What follows belongs to an exercise in optimizing a design on an open flow for small area, a short achievable clock period and few clock cycles; a production flow would make more cautious choices.
No run shown here included a check of the RTL's function; only the layout flow was run.
No activity file was given, so power comes from the tool's default toggle rates.

<file path="design/flow/design.v">
module bitrat_enc (
    input  wire        clk,
    input  wire        rst,         
    input  wire        start,
    input  wire        prev_bit,
    input  wire [12:0] len,         
    output reg  [11:0] in_addr,
    input  wire [7:0]  in_data,
    output reg         out_we,
    output reg  [12:0] out_addr,
    output reg  [7:0]  out_data,
    output reg         busy,
    output reg         done,
    output reg  [7:0]  cmask,
    output reg  [3:0]  maskw,
    output wire [12:0] count,
    output wire        last
);
    localparam [2:0] S_IDLE = 3'd0,
                     S_B2   = 3'd1,   
                     S_B1   = 3'd2,   
                     S_RUN  = 3'd3,   
                     S_GW   = 3'd4,   
                     S_PW   = 3'd5,   
                     S_SW   = 3'd6,   
                     S_RB   = 3'd7;   
    reg [2:0]  st;
    reg [11:0] lm1;       
    reg [11:0] icur;      
    reg        lastb;     
    reg        fullp;     
    reg [7:0]  d;
    reg        d00, dff;  
    reg        mbit;      
    reg        mode;      
    reg [12:0] ocur;      
    reg [12:0] gpos, ppos, spos;
    reg        p_act, s_act;      
    reg [7:0]  gmask, pmask, smask;
    reg [5:0]  ln;        
    reg [12:0] ocur_b;    
    reg        p_act_b, s_act_b, mbit_b;
    assign count = ocur;
    assign last  = mbit;
    wire grp_start  = (icur[2:0] == 3'd0);
    wire blk_start  = (icur[4:0] == 5'd0);
    wire pair_start = (icur[5:0] == 6'd0);
    wire sec_start  = (icur[8:0] == 9'd0);
    wire grp_end    = (icur[2:0] == 3'd7) || lastb;
    wire blk_end    = fullp && (icur[4:0] == 5'd31);
    wire pair_end   = (icur[5:0] == 6'd63) || lastb;
    wire sec_end    = (icur[8:0] == 9'h1FF) || lastb;
    wire esc_mode   = mode && fullp;
    wire [7:0] gm_base = grp_start  ? 8'd0 : gmask;
    wire [7:0] pm_base = pair_start ? 8'd0 : pmask;
    wire [7:0] sm_base = sec_start  ? 8'd0 : smask;
    wire [5:0] ln_base = blk_start  ? 6'd0 : ln;
    wire       g_has   = |gm_base;
    wire       p_has   = pair_start ? 1'b0 : p_act;
    wire       s_has   = sec_start  ? 1'b0 : s_act;
    wire       lit     = mbit ? !dff : !d00;
    wire [7:0] gm_next = gm_base | (lit ? (8'h80 >> icur[2:0]) : 8'd0);
    wire       wr      = esc_mode || lit;
    wire       ng      = esc_mode ? blk_start : (lit && !g_has);
    wire       np      = wr && !p_has;
    wire       ns      = wr && !s_has;
    wire [12:0] o1     = ocur + 13'd1;
    wire [12:0] o2     = ocur + 13'd2;
    wire [12:0] o3     = ocur + 13'd3;
    wire [12:0] o4     = ocur + 13'd4;
    wire [12:0] waddr  = ns ? o3 : np ? o2 : ng ? o1 : ocur;
    wire [12:0] onext  = ns ? o4 : np ? o3 : ng ? o2 : o1;
    wire [5:0] ln_next = ln_base + {5'd0, lit} + {5'd0, lit && !g_has};
    wire       esc     = (ln_base > 6'd32) ||
                         (lit && ((ln_base >= 6'd32) || (!g_has && ln_base >= 6'd31)));
    wire       mism    = blk_end && (mode != esc);
    wire       p_act_n = p_has || wr;
    wire       s_act_n = s_has || wr;
    wire       gw      = grp_end && (esc_mode ? blk_end : lit);
    wire [7:0] pm_grp  = (grp_end && (gm_next != 8'd0)) ? (8'h80 >> icur[5:3]) : 8'd0;
    wire [7:0] pm_esc  = (blk_end && esc_mode && esc) ? (icur[5] ? 8'h0F : 8'hF0) : 8'd0;
    wire [7:0] sm_bit  = (pair_end && p_act_n && !mism) ? (8'h80 >> icur[8:6]) : 8'd0;
    wire [7:0] cm_bit  = (sec_end && s_act_n && !mism) ? (8'h80 >> icur[11:9]) : 8'd0;
    wire pw_run  = pair_end && p_act_n;
    wire sw_run  = sec_end && s_act_n;
    wire pw_st   = pair_end && p_act;
    wire sw_st   = sec_end && s_act;
    wire fin_run = gw || pw_run || sw_run || lastb;
    wire fin_st  = (st == S_GW) ? (pw_st || sw_st || lastb) :
                   (st == S_PW) ? (sw_st || lastb) : lastb;
    wire stall   = (st == S_GW) || (st == S_PW) || (st == S_SW);
    wire step    = ((st == S_RUN) && !fin_run) || (stall && !fin_st);
    wire [11:0] inext   = icur + 12'd1;
    wire [6:0]  base_hi = icur[11:5] - {6'd0, (icur[4:0] == 5'd0)};
    always @(posedge clk) begin
        if (rst) begin
            st     <= S_IDLE;
            busy   <= 1'b0;
            done   <= 1'b0;
            out_we <= 1'b0;
        end else begin
            done   <= 1'b0;
            out_we <= 1'b0;
            if (!stall) begin
                d   <= in_data;
                d00 <= (in_data == 8'h00);
                dff <= (in_data == 8'hFF);
            end
            if (step || st == S_B2 || st == S_B1)
                in_addr <= in_addr + 12'd1;
            if (step) begin
                icur  <= inext;
                lastb <= (inext == lm1);
                fullp <= (inext[11:6] != lm1[11:6]) || (lm1[5:0] == 6'h3F);
            end
            case (st)
                S_IDLE: begin
                    if (start) begin
                        lm1     <= len[11:0] - 12'd1;
                        maskw   <= len[12:9] + {3'd0, (len[8:0] != 9'd0)};
                        lastb   <= (len == 13'd1);
                        fullp   <= (len[12:6] != 7'd0);
                        mbit    <= prev_bit;
                        mode    <= 1'b0;
                        icur    <= 12'd0;
                        in_addr <= 12'd0;
                        ocur    <= 13'd0;
                        cmask   <= 8'd0;
                        if (len == 13'd0) begin
                            done <= 1'b1;
                        end else begin
                            busy <= 1'b1;
                            st   <= S_B2;
                        end
                    end
                end
                S_B2: st <= S_B1;
                S_B1: st <= S_RUN;
                S_RB: begin
                    icur    <= {base_hi, 5'd0};
                    in_addr <= {base_hi, 5'd0};
                    lastb   <= 1'b0;
                    fullp   <= 1'b1;
                    mode    <= ~mode;
                    ocur    <= ocur_b;
                    p_act   <= p_act_b;
                    s_act   <= s_act_b;
                    mbit    <= mbit_b;
                    st      <= S_B2;
                end
                S_RUN: begin
                    if (blk_start && fullp) begin
                        ocur_b  <= ocur;
                        p_act_b <= p_has;
                        s_act_b <= s_has;
                        mbit_b  <= mbit;
                    end
                    if (ns) spos <= ocur;
                    if (np) ppos <= ns ? o1 : ocur;
                    if (ng) gpos <= ns ? o2 : np ? o1 : ocur;
                    if (lit) mbit <= d[0];
                    if (wr) ocur <= onext;
                    gmask <= gm_next;
                    ln    <= ln_next;
                    p_act <= p_act_n;
                    s_act <= s_act_n;
                    pmask <= pm_base | pm_grp | pm_esc;
                    smask <= sm_base | sm_bit;
                    cmask <= cmask | cm_bit;
                    out_we   <= wr || (!esc_mode && g_has);
                    out_addr <= wr ? waddr : gpos;
                    out_data <= wr ? d : gm_base;
                    if (mism) begin
                        st <= S_RB;
                    end else if (gw) begin
                        st <= S_GW;
                    end else if (pw_run) begin
                        st <= S_PW;
                    end else if (sw_run) begin
                        st <= S_SW;
                    end else if (lastb) begin
                        done <= 1'b1;
                        busy <= 1'b0;
                        st   <= S_IDLE;
                    end
                end
                S_GW: begin
                    out_we   <= 1'b1;
                    out_addr <= gpos;
                    out_data <= esc_mode ? 8'h00 : gmask;
                    if (pw_st) begin
                        st <= S_PW;
                    end else if (sw_st) begin
                        st <= S_SW;
                    end else if (lastb) begin
                        done <= 1'b1;
                        busy <= 1'b0;
                        st   <= S_IDLE;
                    end else begin
                        st   <= S_RUN;
                    end
                end
                S_PW: begin
                    out_we   <= 1'b1;
                    out_addr <= ppos;
                    out_data <= pmask;
                    if (sw_st) begin
                        st <= S_SW;
                    end else if (lastb) begin
                        done <= 1'b1;
                        busy <= 1'b0;
                        st   <= S_IDLE;
                    end else begin
                        st   <= S_RUN;
                    end
                end
                S_SW: begin
                    out_we   <= 1'b1;
                    out_addr <= spos;
                    out_data <= smask;
                    if (lastb) begin
                        done <= 1'b1;
                        busy <= 1'b0;
                        st   <= S_IDLE;
                    end else begin
                        st   <= S_RUN;
                    end
                end
                default: st <= S_IDLE;
            endcase
        end
    end
endmodule
</file>
<file path="design/flow/run.sh">
#!/bin/bash
# synth_recipe.tcl (not shown) runs the flow's synth.tcl, then flattens the netlist and writes it again
# the make line also repeats each setting of config.mk as NAME=value (left out here)
make -C /OpenROAD-flow-scripts/flow DESIGN_CONFIG=/design/flow/config.mk WORK_HOME=/design/flow/orfs CLKGATE_MAP_FILE= SYNTH_SCRIPT=/design/flow/synth_recipe.tcl finish
</file>
<file path="design/flow/config.mk">
export PLATFORM = sky130hd
export DESIGN_NAME = bitrat_enc
export DESIGN_NICKNAME = bitrat_enc
export VERILOG_FILES = /design/flow/design.v
export SDC_FILE = /design/flow/constraint.sdc
export NUM_CORES = 4
export LEC_CHECK = 0
export ABC_CLOCK_PERIOD_IN_PS = 2500
export CAP_MARGIN = 20
export CORE_MARGIN = 2
export CORE_UTILIZATION = 40
export SETUP_SLACK_MARGIN = 2.2
export SLEW_MARGIN = 20
</file>
<file path="design/flow/constraint.sdc">
create_clock -name core_clock -period 5.0 [get_ports {clk}]
set_input_delay 1.0000 -clock core_clock [delete_from_list [all_inputs] [get_ports {clk}]]
set_output_delay 1.0000 -clock core_clock [all_outputs]
set_load 0.01 [all_outputs]
</file>
==> flow_summary.json, run 1 <==
{
  "clk_pin_slew_worst_paths_ns": 0.08,
  "synthAdderAreaFrac_pct": 2.65,
  "start_util_pct": 40.3,
  "critical_path_buf_inv_count": 4,
  "synth_top_family_by_area": "compound AO/OA/AOI/OAI gates",
  "crit_slowest_cell": "or4b_4",
  "clock-sinks": 189,
  "via_count": 10200,
  "p_per_area_nw_per_um2": 298,
  "cts-root-buf": "clkbuf_16",
  "grt_antenna_before_repair": 0,
  "synth_compound_area_share_pct": 17.2,
  "synth_common_cells": "edfxtp_1, nand2_1, nor2_1",
  "ys_seq_elements": 189,
  "die-area_um2": 29200,
  "peakVddDrop_uv": 196,
  "slew_headroom_pct": 31.4,
  "grt_pass1_wl_mm": 53.8,
  "cts_buffers": 17,
  "setup_slack_ns": 1.96,
  "cp_top_family": "compound AO/OA/AOI/OAI gates",
  "dr.first_iter.drc_count": 1323,
  "ys_types": 79,
  "synth.most_common_cell": "edfxtp_1",
  "critPathMaxStageDelay_ns": 0.55,
  "tritoncts": "yes",
  "instances_no_fill": 1702,
  "yosysTopAreaCellShare_pct": 49.3,
  "fmax_mhz": 329,
  "nets": 1359,
  "drt-total-wl_mm": 37.0,
  "hp-class": "reg -> reg",
  "grt_pass1_vias": 9350,
  "worst_ep_arrival_time_ns": 3.24,
  "core_area_um2": 27600,
  "async_flop_share_pct": 0,
  "placed_cells_incl_taps": 1514,
  "cp-start-kind": "flip-flop",
  "rsz0062_at_grt": "yes",
  "syn_nets": 1152,
  "yosysWarnings": 1,
  "place_hpwl_mm": 22.3,
  "ios": 87,
  "gp_congestion": 0.921,
  "row_count": 61,
  "vias_per_cell": 6.02,
  "overflow": 0,
  "synth-edff-count": 183,
  "grt_max_degree": 32,
  "fin_skew_ns": 0.0151,
  "cp.required_ns": 5.20,
  "syn_inst": 1104,
  "worst_skew_pair.late_latency_ns": 0.46,
  "fin_tns_setup_ns": 0,
  "netlist_area_um2": 11100,
  "drv_cap": 0,
  "critPathKind": "reg -> reg",
  "track_usage_pct": 24.2,
  "synthTopCellsByArea": "edfxtp_1, xnor2_1, nand2_1",
  "synthFlopType": "edfxtp_1",
  "drv_slew": 0,
  "setup_viol": 0,
  "worst_pin_slew_ns": 1.03,
  "diodes": 0,
  "yosysSeqAreaShare_pct": 50.4,
  "cts_max_path_buffers": 2,
  "yosysTopAreaCell": "edfxtp_1",
  "status": "no timing/DRC/antenna violations",
  "die_h_um": 171,
  "synth-xor-area-share_pct": 7.55,
  "drive_above_1_share_pct": 28.2,
  "fillers": 2333,
  "drc": 0,
  "hold_violations": 0,
  "period_minus_slack_ns": 3.04,
  "port_buffers": 86,
  "place_ws_ns": 1.20,
  "cp_max_fo": 5,
  "dr.pass1.iters": 6,
  "die_w_um": 171,
  "crit_chain": "inv_2, ha_4, or4b_4, o21ai_4, clkinvlp_4, buf_6, buf_6, o22ai_4, a21oi_2, a21oi_2, xnor2_1, o21ai_1",
  "min_period_over_period_pct": 60.8,
  "wl_per_cell_um": 21.7,
  "muxShareOfSynthArea_pct": 2.10,
  "area_delta_synth_final_pct": 38.0,
  "ant_nets": 0,
  "h-tree-depth": 4,
  "synth.avg_cell_area_um2": 10.1,
  "synthSimpleGateAreaFrac_pct": 16.1,
  "leakagePower_uw": 0.00550,
  "cp-end-kind": "flip-flop"
}
through the flow:
stage	cell area, um2	hold WS [ns]	util [%]	power (uW)
2_1_floorplan	11300	0.490	-	2530
3_3_place_gp	12400	0.462	44.9	2810
3_5_place_dp	12400	0.483	44.9	2820
4_1_cts	14400	0.499	52.1	4410
5_1_grt	15400	0.527	55.6	4740
6_report	15400	0.490	55.6	4580
worst reg2reg max path, delay by kind of cell, from the launching register on:
| kind | cells | cell delay (ns) |
|---|---|---|
| compound gates | 5 | 0.88 |
| xor+xnor | 1 | 0.16 |
| simple gates | 1 | 0.55 |
| fa+ha+maj | 1 | 0.13 |
| flops | 1 | 0.44 |
| buf+inv | 4 | 0.64 |
power breakdown:
part / switching [uW] / total (uW) / leakage, uW / internal [uW]
Sequential: 96.8 / 1950 / 0.00175 / 1860
Clock: 723 / 1400 / 0.000292 / 676
Combinational: 674 / 1220 / 0.00346 / 551
cells by family (layout without fill, tap and decap cells):
logic type / count (synthesis) / count (layout)
AO/OA/AOI/OAI: 286 / 286
buffers and inverters: 109 / 328
AND/OR/NAND/NOR: 379 / 380
multiplexers: 22 / 22
adder cells (fa/ha/maj): 23 / 23
XOR/XNOR: 96 / 96
flip-flops: 189 / 189
final timing paths:
path / endpoint / slack [ns] / start / cells after the start
max: ocur[5]$_DFFE_PP_ / 1.96 / icur[1]$_DFFE_PN_ / 12
min: busy$_SDFFE_PP0P_ / 0.49 / busy$_SDFFE_PP0P_ / 2
max reg2reg: ocur[5]$_DFFE_PP_ / 1.96 / icur[1]$_DFFE_PN_ / 12
min reg2reg: busy$_SDFFE_PP0P_ / 0.49 / busy$_SDFFE_PP0P_ / 2
registers in the layout, indices dropped and copies added, names as in the netlist, 3 cells and up:
name and cells:
out_data 8, lm1 12, cmask 8, pmask 8
st 3, in_addr 12, ln 6, spos 13
ocur_b 13, icur 12, d 8, ocur 13
maskw 4, gmask 8, out_addr 13, smask 8
gpos 13, ppos 13
area by class of cell:
type | count | area (um2) | area share (%)
Tap cell | 378 | 473 | 3.08
Clock inverter | 15 | 171 | 1.12
Multi-Input combinational cell | 807 | 6010 | 39.1
Sequential cell | 189 | 5620 | 36.5
Timing Repair Buffer | 263 | 2510 | 16.3
Inverter | 33 | 163 | 1.06
Clock buffer | 17 | 425 | 2.77
layout by cell type (no fill, tap or decap), types with 12 or more instances in the layout:
cell / count
buf_6: 38
nand3_1: 29
ha_1: 13
xor2_1: 45
nor2_1: 96
a21oi_1: 59
nor2_4: 12
inv_1: 24
buf_4: 126
nand2_1: 103
o21ai_1: 15
nand4_1: 19
o21ai_0: 47
edfxtp_1: 183
clkdlybuf4s50_1: 82
xnor2_1: 42
o22ai_1: 20
nor3_1: 14
clkbuf_16: 17
routing by layer:
metal	global-route usage (%)	vias to the layer above	wire length, um
met5	0	-	0
met4	9.40	0	1320
met3	3.79	103	3410
met2	36.4	645	16600
met1	35.0	4928	15700
li1	-	4568	-
repair_timing:
item,in CTS,in global routing
gates cloned,3,0
hold buffers,0,0
resized for setup,133,112
buffers inserted,94,59
pin swaps,46,81
setup endpoints to repair,177,158
==> inputs of run 2 (changes only) <==
==> design/flow/config.mk (replaced) <==
export PLATFORM = sky130hd
export DESIGN_NAME = bitrat_enc
export DESIGN_NICKNAME = bitrat_enc
export VERILOG_FILES = /design/flow/design.v
export SDC_FILE = /design/flow/constraint.sdc
export NUM_CORES = 4
export LEC_CHECK = 0
export ABC_CLOCK_PERIOD_IN_PS = 2000
export CAP_MARGIN = 20
export CORE_MARGIN = 2
export CORE_UTILIZATION = 40
export SETUP_SLACK_MARGIN = 2.5
export SLEW_MARGIN = 20
==> run 2 against run 1 <==
Count of clock-buffer cells in the layout unchanged. Largest cell class unchanged. Highest routed layer unchanged. Still clean. Register-to-register slack gained 0.08 ns. Combinational power grew 14%. Critical endpoint is now ocur[6]$_DFFE_PP_. Critical path depth up 1. Synthesized cell count unchanged.
==> flow_summary.json, run 2 <==
{
  "track_usage_pct": 26.2,
  "r2r_start": "icur[0]$_DFFE_PN_",
  "synthFlopType": "edfxtp_1",
  "cp_top_family": "simple AND/OR/NAND/NOR gates",
  "worst_ep_arrival_time_ns": 3.27,
  "core_area_um2": 27600,
  "clock-sinks": 189,
  "critPathKind": "reg -> reg",
  "die-area_um2": 29200,
  "h-tree-depth": 4,
  "p_comb_share_pct": 29.2,
  "ctsHoldBuffers": 0,
  "ys_types": 79,
  "worst_skew_pair.late_latency_ns": 0.46,
  "dr.first_iter.drc_count": 1303,
  "p_int_uw": 3210,
  "fillers": 2177,
  "synth.avg_cell_area_um2": 10.1,
  "gp_congestion": 0.902,
  "layout_common_cells": "edfxtp_1, buf_4, nand2_1",
  "yosysTopAreaCellShare_pct": 49.3,
  "vias_per_cell": 6.13,
  "final_common_cell": "edfxtp_1",
  "synth-xor-area-share_pct": 7.55,
  "nets": 1410,
  "post-route-util_pct": 59.0,
  "tritoncts": "yes",
  "drive_above_1_share_pct": 35.9,
  "yosysWarnings": 1,
  "p_clk_share_pct": 30.2,
  "dr.pass1.iters": 9,
  "path_common_cell": "buf_6",
  "start_util_pct": 40.3,
  "netlist_area_um2": 11100,
  "min_period_over_period_pct": 59.1,
  "synth_compound_area_share_pct": 17.2,
  "die_h_um": 171,
  "p_seq_share_pct": 40.6,
  "synth.most_common_cell": "edfxtp_1",
  "grt_pass1_vias": 10100,
  "wl_per_cell_um": 23.0,
  "period_minus_slack_ns": 2.96,
  "slew_headroom_pct": 32.1,
  "hp-class": "reg -> reg",
  "cp-start-kind": "flip-flop",
  "synth_common_cells": "edfxtp_1, nand2_1, nor2_1",
  "area_delta_synth_final_pct": 46.4,
  "critical_path_buf_inv_count": 5,
  "yosysSeqAreaShare_pct": 50.4,
  "cts-root-buf": "clkbuf_16",
  "drc": 0,
  "diodes": 0,
  "grt_pass1_wl_mm": 58.4,
  "syn_nets": 1152,
  "row_count": 61,
  "cp-end-kind": "flip-flop",
  "drv_cap": 0,
  "crit_chain": "inv_2, ha_4, or4b_4, buf_6, o21ai_4, buf_6, buf_6, buf_4, nand3_1, o21ai_2, nor3_2, a211o_1, nor2_1",
  "syn_inst": 1104,
  "yosysTopAreaCell": "edfxtp_1",
  "p_sw_uw": 1560,
  "clk_pin_slew_worst_paths_ns": 0.08,
  "ys_seq_elements": 189,
  "cp.required_ns": 5.32,
  "hold_ws_ns": 0.492,
  "worstHoldStart": "busy$_SDFFE_PP0P_",
  "p_per_area_nw_per_um2": 293,
  "status": "no timing/DRC/antenna violations",
  "synth_top_family_by_area": "compound AO/OA/AOI/OAI gates",
  "startpoint": "icur[0]$_DFFE_PN_",
  "hold_violations": 0,
  "fin_skew_ns": 0.0178,
  "switching_share_pct": 32.8,
  "drv_slew": 0,
  "port_buffers": 86,
  "overflow": 0,
  "grt_max_degree": 33,
  "synthTopCellsByArea": "edfxtp_1, xnor2_1, nand2_1",
  "muxShareOfSynthArea_pct": 2.10,
  "async_flop_share_pct": 0,
  "synthSimpleGateAreaFrac_pct": 16.1,
  "crit_slowest_cell": "or4b_4",
  "rsz0062_at_grt": "yes",
  "via_count": 10800,
  "peakVddDrop_uv": 208,
  "ant_nets": 0,
  "die_w_um": 171,
  "setup_viol": 0,
  "fin_tns_setup_ns": 0,
  "synth-edff-count": 183,
  "cts_max_path_buffers": 2,
  "grt_antenna_before_repair": 1,
  "place_hpwl_mm": 22.6,
  "leakagePower_uw": 0.00582,
  "cts_buffers": 17,
  "cp_max_fo": 3,
  "drt-total-wl_mm": 40.2,
  "worst_pin_slew_ns": 1.02,
  "fmax_mhz": 338,
  "critPathMaxStageDelay_ns": 0.50,
  "ios": 87,
  "synthAdderAreaFrac_pct": 2.65
}
[run 2: cell families (layout without fill, tap and decap cells)]
logic type               after synthesis  in the layout
AO/OA/AOI/OAI                        286            286
XOR/XNOR                              96             96
adder cells (fa/ha/maj)               23             23
buffers and inverters                109            378
flip-flops                           189            189
multiplexers                          22             22
AND/OR/NAND/NOR                      379            381
[run 2: metal layers]
layer / vias to the layer above / part of all wire [%] / GRT usage, %
met5: - / 0 / 0
met4: 0 / 4.2 / 10.9
met3: 166 / 9.7 / 4.09
met2: 726 / 45 / 40.2
met1: 5202 / 41 / 37.0
li1: 4656 / - / -
[run 2: power groups by stage]
| stage | registers, uW | clock network, uW | logic, uW |
|---|---|---|---|
| floorplan | 1960 | 0 | 586 |
| global placement | 2000 | 0 | 835 |
| detailed placement | 2010 | 0 | 841 |
| CTS | 1940 | 1430 | 1200 |
| global route | 1950 | 1500 | 1470 |
| finish | 1940 | 1440 | 1390 |
[run 2: worst register-to-register path: cells and delay by family, from the launching register on]
kind | cells | cell delay (ns)
and+or+nand+nor | 4 | 0.93
AOI/OAI and AO/OA | 3 | 0.74
buffers and inverters | 5 | 0.60
DFF | 1 | 0.43
adders and majority gates | 1 | 0.13
[run 2: area by class of cell]
cell class | count | area [um2] | share of cell area [%]
flip-flops and latches | 189 | 5620 | 34.4
clock inverters | 15 | 173 | 1.06
well taps | 378 | 473 | 2.90
inverters | 33 | 159 | 0.974
clock buffers | 17 | 425 | 2.61
repair buffers | 313 | 3070 | 18.8
multi-input cells | 808 | 6390 | 39.2
[run 2: timing repair]
action,4_1_cts,5_1_grt
gates resized for setup,252,116
gates cloned,5,2
endpoints found under the setup margin,220,207
pin swaps,92,86
setup buffers,149,45
[run 2: through the flow]
step                instances  setup WS, ns  instance area, um2  power, uW
CTS                      1706          2.10               15400       4570
global placement         1520          1.38               12600       2840
detailed placement       1520          1.37               12600       2850
finish                   1753          2.04               16300       4770
floorplan                1104          2.08               11500       2540
global route             1753          1.96               16300       4920
[run 2: final timing paths]
check	endpoint	slack, ns	cells past startpoint
hold reg to reg	busy$_SDFFE_PP0P_	0.49	2
setup / recovery	ocur[6]$_DFFE_PP_	2.04	13
setup reg to reg	ocur[6]$_DFFE_PP_	2.04	13
hold / removal	busy$_SDFFE_PP0P_	0.49	2

[re-timing with driven ports]
The results above use ideal ports. As a check the final layouts listed here were re-extracted and re-timed, cells and wires unchanged.
Step 1 (the two cells are an assumption about what drives the block):
set clk [get_ports {clk}]
set_driving_cell -lib_cell sky130_fd_sc_hd__clkbuf_16 $clk
set_driving_cell -lib_cell sky130_fd_sc_hd__buf_2 [delete_from_list [all_inputs] $clk]
Step 2, shift: input delay + t, output delay - t, t = (earliest + latest rising clock arrival at the registers) / 2. This alone moves slack from input paths to output paths.
Slacks: ideal / step 1 / step 2; pairs: ideal / step 1.
run | shift t [ns] | setup WS [ns] | clock arrival spread, ns | worst slew at a driven data input, ns
run 1 | 0.498 | 1.961 / 1.961 / 1.794 | 0.016 / 0.015 | 0.04
run 2 | 0.502 | 2.043 / 2.043 / 1.846 | 0.018 / 0.018 | 0.04
After both steps setup and hold are still met in every run listed. The setup slack of run 2, which loses most, moves by 0.000 ns with the drivers and by -0.197 ns with both steps.
